Context: an optimization exercise on an open-source flow, tuned for small area. The choices shown serve that exercise and are no tape-out recipe.
RTL that was checked went through simulation tests only; none was proved equivalent to the original.
Power is estimated from default activity; no workload was simulated.

==> inputs of juniper <==
Design tm1628_ctrl, start of the top module:
module tm1628_ctrl (
    input  wire       clk,
    input  wire       rst,
    input  wire       req_valid,
    output wire       req_ready,
    input  wire [7:0] req_data,
    output wire       rsp_valid,
    input  wire       rsp_ready,
    output reg  [7:0] rsp_data,
    output wire       stb,
    output wire       sclk,
    output wire       dio_out,
    output wire       dio_oe,
    input  wire       dio_in
);
clock: 10.0 ns
lec_check: 0
cap_margin: 5
core_margin: 2
core_utilization: 60
slew_margin: 5
standard.sh (not shown) runs the stock make flow with config.mk's settings and CLKGATE_MAP_FILE= SYNTH_SCRIPT=/design/flow/synth_recipe.tcl, a recipe that flattens the netlist after the stock synthesis.
==> flow/flow/run.sh <==
#!/bin/bash
# Standard layout, with these changes to how it is made: ABC maps the whole
# logic (adders included) with an area-oriented script, the port buffers are
# buf_1, and clock tree synthesis inserts no dummy loads.
set -euo pipefail
work=$(pwd)
rm -rf "$work/scripts"
cp -r "$FLOW_HOME/scripts" "$work/scripts"
cp "$work/flow/abc.script" "$work/scripts/abc_speed.script"
cts="-sink_clustering_enable -repair_clock_nets -sink_clustering_size 18 -sink_clustering_max_diameter 60 -buf_list sky130_fd_sc_hd__clkbuf_8 -dont_use_dummy_load"
bash "$work/standard.sh" "SCRIPTS_DIR=$work/scripts" "ADDER_MAP_FILE=" "CTS_ARGS=$cts" \
    "BUFFER_PORTS_ARGS=-inputs -outputs -buffer_cell sky130_fd_sc_hd__buf_1" finish > "$work/flow_make.log" 2>&1
==> flow/flow/abc.script <==
&get -n
&st
&dch -f
&nf -R 1000 -p -F 10 -A 6 -C 24
&put
mfs2
&get -n
&st
&dch -f
&nf -R 1000 -p -F 10 -A 6 -C 24
&put
mfs2
&get -n
&st
&dch -f
&nf -R 1000 -p -F 10 -A 6 -C 24
&put
mfs2
&get -n
&st
&dch -f
&nf -R 1000 -p -F 10 -A 6 -C 24
&put
topo
==> nickel: changes against juniper <==
--- a/flow/design.v
+++ b/flow/design.v
@@ -152,30 +152,30 @@
                 "Y": char2seg = 8'h6E;  "Z": char2seg = 8'h5B;
                 default: char2seg = 8'h00;
             endcase
         end
     endfunction
     reg  [2:0]  mst;
     reg  [4:0]  op;
+    reg         bad;           
     reg  [4:0]  cnt;           
     reg  [15:0] rem;           
     reg         flag;          
     reg  [1:0]  mode;
     reg  [3:0]  brt;
     reg  [7:0]  A [0:13];      
     reg  [7:0]  G [0:6];       
-    reg  [2:0]  gl;            
+    reg  [2:0]  gz;            
     reg  [2:0]  gfc;           
     reg         gsrc;          
     reg  [7:0]  Q [0:15];      
     reg  [3:0]  hp;            
     reg  [4:0]  qn;            
     reg         qw;            
     wire [2:0] ngrids = {1'b0, mode} + 3'd4;
-    wire bad = (op == O_UNKNOWN) || (op == O_WRRAW && !flag) || (op == O_SETMODE && |A[13][7:2]);
     reg [2:0] kind;
     reg [4:0] xn;
     reg       gridop;
     always @(*) begin
         kind   = K_WR;
         xn     = 5'd0;
         gridop = 1'b0;
@@ -197,27 +197,31 @@
     end
     wire [5:0] bc;
     wire       bus_idle, bus_done, bus_sample;
     wire       bus_start = (mst == M_XFER) && bus_idle && (cnt != xn);
     reg [7:0] b0, b1;
     always @(*) begin
         case (op)
-            O_SENDBYTE, O_SENDCMD, O_WRREG: b0 = A[12];
+            O_SENDBYTE, O_SENDCMD: b0 = A[13];
+            O_WRREG:               b0 = A[12];
             O_SCANKEYS:            b0 = 8'h42;
             O_WRGRID, O_SETTXT, O_CLRKEYS: b0 = {4'hC, cnt[2:0], 1'b0};
             O_WRRAWB, O_WRRAW:     b0 = {4'hC, cnt[3:0]};
             default: begin
                 case (cnt[1:0])
                     2'd0:    b0 = {6'd0, mode};
                     2'd1:    b0 = 8'h40;
                     default: b0 = {4'h8, brt};
                 endcase
             end
         endcase
-        b1 = A[13];
+        case (op)
+            O_WRRAWB, O_WRRAW:     b1 = A[0];
+            default:               b1 = A[13];
+        endcase
     end
     wire [7:0] wbyte = (kind == K_WR && bc[3]) ? b1 : b0;
     wire       wbit  = wbyte[bc[2:0]];
     tm1628_bus u_bus (
         .clk     (clk),
         .rst     (rst),
         .start   (bus_start),
@@ -297,15 +301,15 @@
     wire       is_dot = (req_data == 8'h2E);
     wire [7:0] lc     = req_data | 8'h20;
     wire       is_hex = (req_data >= "0" && req_data <= "9") || (lc >= "a" && lc <= "f");
     wire [3:0] hv     = req_data[6] ? req_data[3:0] + 4'd9 : req_data[3:0];
     wire str_fire   = (mst == M_STR) && req_valid;
     wire rnd_new    = str_fire && (op != O_WRRAW) && !is_dot && (cnt[2:0] < ngrids);   
     wire rnd_dot    = str_fire && (op != O_WRRAW) && is_dot && flag;                   
-    wire hex_take   = str_fire && (op == O_WRRAW);
+    wire hex_take   = str_fire && (op == O_WRRAW) && (cnt < 5'd28);
     wire [3:0] qidx = hp + ((op == O_SHOWKEYS) ? (cnt[3:0] - 4'd3) : 4'd0);
     wire [7:0] qr   = Q[qidx];
     reg [7:0] rnd_byte;
     always @(*) begin
         case (rem[2:0])
             3'd1: rnd_byte = A[13];
             3'd2: rnd_byte = A[12];
@@ -318,15 +322,17 @@
         endcase
     end
     always @(*) begin
         if (cnt == 5'd0) begin
             rsp_data = {7'd0, bad};
         end else begin
             case (op)
-                O_READBYTE, O_CHAR2SEG, O_RENDER, O_SCANKEYS: rsp_data = rnd_byte;
+                O_READBYTE, O_CHAR2SEG: rsp_data = A[13];
+                O_RENDER:   rsp_data = rnd_byte;
+                O_SCANKEYS: rsp_data = A[9];
                 O_DECODE:   rsp_data = (cnt == 5'd1) ? {7'd0, dec_hit} : dec_chr;
                 O_POPKEY:   rsp_data = (cnt == 5'd1) ? {7'd0, qn != 5'd0} : qr;
                 O_GETBRT:   rsp_data = {4'd0, brt};
                 O_GETMODE:  rsp_data = {6'd0, mode};
                 O_SHOWKEYS: begin
                     if (cnt == 5'd1)      rsp_data = {3'd0, qn};
                     else if (cnt == 5'd2) rsp_data = 8'h00;
@@ -347,48 +353,47 @@
                 O_DECODE:   rsp_last = (cnt == (dec_hit ? 5'd2 : 5'd1));
                 O_POPKEY:   rsp_last = (cnt == ((qn != 5'd0) ? 5'd2 : 5'd1));
                 O_SHOWKEYS: rsp_last = (cnt == qn + 5'd2);
                 default:    rsp_last = (cnt == 5'd0);
             endcase
         end
     end
-    wire xfer_shift = (bus_done || mst == M_EXEC) && (op == O_WRRAWB || op == O_WRRAW);
+    wire xfer_shift = bus_done && (op == O_WRRAWB || op == O_WRRAW);
     wire rsp_shift  = rsp_fire && (cnt != 5'd0) && (op == O_RENDER || op == O_SCANKEYS);
     wire arg_fire   = (mst == M_ARG) && req_valid;
-    wire g_cap   = (mst == M_XFER) && gridop && !g_wr && !bc[3] && (gl == cnt[2:0]);
+    wire g_cap   = (mst == M_XFER) && gridop && !g_wr && !bc[3] && (gz == g_at);
     wire g_copy  = g_wr && gsrc;
-    wire one_shift = (mst == M_EXEC) && (op == O_SENDBYTE || op == O_SENDCMD);
-    wire a_shift = arg_fire || one_shift || rnd_new || g_copy || (hex_take && !rem[0]) ||
+    wire a_shift = arg_fire || rnd_new || g_copy || (hex_take && !cnt[0]) ||
                    (bus_sample && bc[2:0] == 3'd0) || xfer_shift || rsp_shift;
     integer i;
     always @(posedge clk) begin
         if (a_shift)
             for (i = 0; i < 13; i = i + 1) A[i] <= A[i + 1];
         if (arg_fire)
             A[13] <= (op == O_CHAR2SEG) ? cs : req_data;
         else if (rnd_new)
             A[13] <= cs;
         else if (rnd_dot)
             A[13][7] <= 1'b1;
         else if (hex_take)
-            A[13] <= {A[13][3:0], hv};
+            if (!cnt[0]) A[13][7:4] <= hv;
+            else         A[13][3:0] <= hv;
         else if (bus_sample)
             A[13] <= {dio_in, A[13][7:1]};
         else if (g_cap)
             A[13] <= G[0];
-        else if (xfer_shift)
-            A[13] <= A[0];
-        else if (rsp_shift || g_copy)
+        else if (rsp_shift || xfer_shift || g_copy)
             A[13] <= 8'h00;
     end
     wire       g_wr  = (gfc != 3'd0);
+    wire [2:0] g_at  = (cnt[2:0] == 3'd0) ? 3'd0 : 3'd7 - cnt[2:0];
     always @(posedge clk) begin
         for (i = 0; i < 6; i = i + 1) G[i] <= G[i + 1];
         G[6] <= g_wr ? (gsrc ? rnd_byte : 8'h00) : G[0];
-        gl   <= (gfc == 3'd7) ? 3'd1 : (gl == 3'd6) ? 3'd0 : gl + 3'd1;
+        gz   <= (gfc == 3'd7 || gz == 3'd0) ? 3'd6 : gz - 3'd1;
         if (rst || (mst == M_EXEC && op == O_CLRKEYS)) begin
             gfc  <= 3'd7;
             gsrc <= 1'b0;
         end else if (mst == M_EXEC && op == O_SETTXT) begin
             gfc  <= 3'd7;
             gsrc <= 1'b1;
         end else if (g_wr) begin
@@ -397,32 +402,32 @@
     end
     wire [3:0] qwp   = hp + qn[3:0] - 4'd2;      
     wire       qport = qw && (qwp[1:0] == 2'd3);
     wire       q_pop = rsp_fire && rsp_last && op == O_POPKEY && qn != 5'd0;
     always @(posedge clk) begin
         for (i = 0; i < 16; i = i + 1) Q[i] <= Q[(i + 1) % 16];
         if (qport) Q[{qwp[3:2], 2'b11}] <= A[13];
-        if (rst) hp <= 4'd0;
-        else     hp <= hp - 4'd1 + {3'd0, q_pop};
+        hp <= hp - 4'd1 + {3'd0, q_pop};
     end
     always @(posedge clk) begin
         if (qport) qw <= 1'b0;
         if (rst) begin
             mst  <= M_TAG;
             mode <= 2'd2;
             brt  <= 4'd10;
             qn   <= 5'd0;
             qw   <= 1'b0;
         end else begin
             if (q_pop) qn <= qn - 5'd1;
             case (mst)
                 M_TAG: if (req_valid) begin
                     op   <= top;
+                    bad  <= (top == O_UNKNOWN);
                     cnt  <= 5'd0;
-                    flag <= 1'b0;
+                    flag <= (top == O_WRRAW);
                     case (top)
                         O_UNKNOWN: mst <= M_RSP;
                         O_RENDER, O_SETTXT, O_WRRAW: mst <= M_LEN0;
                         O_SENDBYTE, O_SENDCMD, O_CHAR2SEG, O_PUSHKEY, O_SETMODE,
                         O_WRREG, O_SETBRT, O_DECODE, O_WRRAWB: mst <= M_ARG;
                         default: mst <= M_EXEC;
                     endcase
@@ -433,54 +438,51 @@
                 end
                 M_LEN0: if (req_valid) begin
                     rem[7:0] <= req_data;
                     mst      <= M_LEN1;
                 end
                 M_LEN1: if (req_valid) begin
                     rem[15:8] <= req_data;
-                    flag      <= (op == O_WRRAW) && ({req_data, rem[7:0]} == 16'd28);
                     if ({req_data, rem[7:0]} == 16'd0) mst <= M_EXEC;
                     else                               mst <= M_STR;
                 end
                 M_STR: if (req_valid) begin
                     rem <= rem - 16'd1;
                     if (rem == 16'd1) mst <= M_EXEC;
                     if (op == O_WRRAW) begin
-                        if (!is_hex) flag <= 1'b0;
+                        if (hex_take && !is_hex) flag <= 1'b0;
+                        if (cnt != 5'd29) cnt <= cnt + 5'd1;
                     end else if (is_dot) begin
                         flag <= 1'b0;
                     end else if (cnt[2:0] < ngrids) begin
                         cnt  <= cnt + 5'd1;
                         flag <= 1'b1;
                     end else begin
                         flag <= 1'b0;
                     end
                 end
                 M_EXEC: begin
                     cnt      <= 5'd0;
-                    case (op)
-                        O_SCANKEYS: rem[2:0] <= 3'd5;
-                        O_RENDER:   rem[2:0] <= cnt[2:0];
-                        O_SETTXT:   rem[2:0] <= cnt[2:0];
-                        default:    rem[2:0] <= 3'd1;
-                    endcase
+                    rem[2:0] <= cnt[2:0];
                     mst      <= M_XFER;
                     case (op)
+                        O_WRRAW: bad <= !(flag && cnt == 5'd28);
                         O_CLRKEYS: qn <= 5'd0;
                         O_PUSHKEY: if (!qn[4]) begin
                             qn <= qn + 5'd1;
                             qw <= 1'b1;
                         end
                         O_SETBRT: begin
                             if (A[13][7])                            brt <= 4'd0;
                             else if (|{A[13], A[12], A[11], A[10][7:4]}) brt <= 4'd15;
                             else                                     brt <= A[10][3:0];
                         end
                         O_SETMODE: begin
-                            if (!(|A[13][7:2])) mode <= A[13][1:0];
+                            if (|A[13][7:2]) bad  <= 1'b1;
+                            else             mode <= A[13][1:0];
                         end
                         default: ;
                     endcase
                 end
                 M_XFER: begin
                     if (bus_done) cnt <= cnt + 5'd1;
                     if (bus_idle && cnt == xn) begin
==> flow/run.sh (new file) <==
#!/bin/bash
# synth_recipe.tcl (not shown) runs the flow's synth.tcl, then flattens the netlist and writes it again
# the make line also repeats each setting of config.mk as NAME=value (left out here)
make -C /OpenROAD-flow-scripts/flow DESIGN_CONFIG=/design/flow/config.mk WORK_HOME=/design/flow/orfs CLKGATE_MAP_FILE= SYNTH_SCRIPT=/design/flow/synth_recipe.tcl finish
ABC_AREA = 1   (was unset)
CAP_MARGIN = 20   (was 5)
CTS_BUF_LIST = sky130_fd_sc_hd__clkbuf_4   (was unset)
CTS_CLUSTER_SIZE = 20   (was unset)
SLEW_MARGIN = 20   (was 5)
removed: flow/flow/run.sh
removed: flow/flow/abc.script
removed: flow/standard.sh
==> run notes <==
nickel ran to the end with no violations. juniper finished clean. Between juniper and nickel, the lower clock power is in juniper (gap about 50%, measured against nickel). In nickel the worst hold slack is better than in juniper, by 0.013 ns. Between nickel and juniper, the lower core utilization is in juniper (gap 2.5 points). Die area: juniper is lower than nickel (13%). Via count: juniper is smaller than nickel (about 26%). Of juniper and nickel, nickel has the higher clock-buffer cell count (gap 113). Between nickel and juniper, the lower wire length is in juniper (gap about 33%, measured against juniper). Of juniper and nickel, nickel has the higher register-to-register slack (gap 0.41 ns). In nickel the non-clock buffer count is lower than in juniper, by 3.
Function not checked in nickel: the RTL went through the layout flow alone.

-- separate check: timing with driven ports --
Ports are ideal in the flow. The routed layouts listed here were re-timed in OpenROAD.
Step 1 sets driving cells, clkbuf_16 on the clock port and buf_2 on the other inputs (assumed; they add their load-dependent delay and slew).
Step 2 adds t to the input delays and takes it off the output delays; t is the mean of the earliest and latest rising clock arrival at the registers after step 1. Input paths then give back, and output paths get back, about the clock's delay inside the block.
Three values: no drivers, after step 1, after step 2; two values: the first two.
run | shift t [ns] | setup WS [ns] | hold WS [ns] | worst data-port slew with drivers (ns)
juniper | 0.617 | 3.554 / 3.507 / 4.124 | 0.294 / 0.294 / 0.294 | 0.05
nickel | 0.786 | 1.946 / 1.900 / 2.686 | 0.307 / 0.307 / 0.307 | 0.03
After both steps every run listed still meets setup and hold.
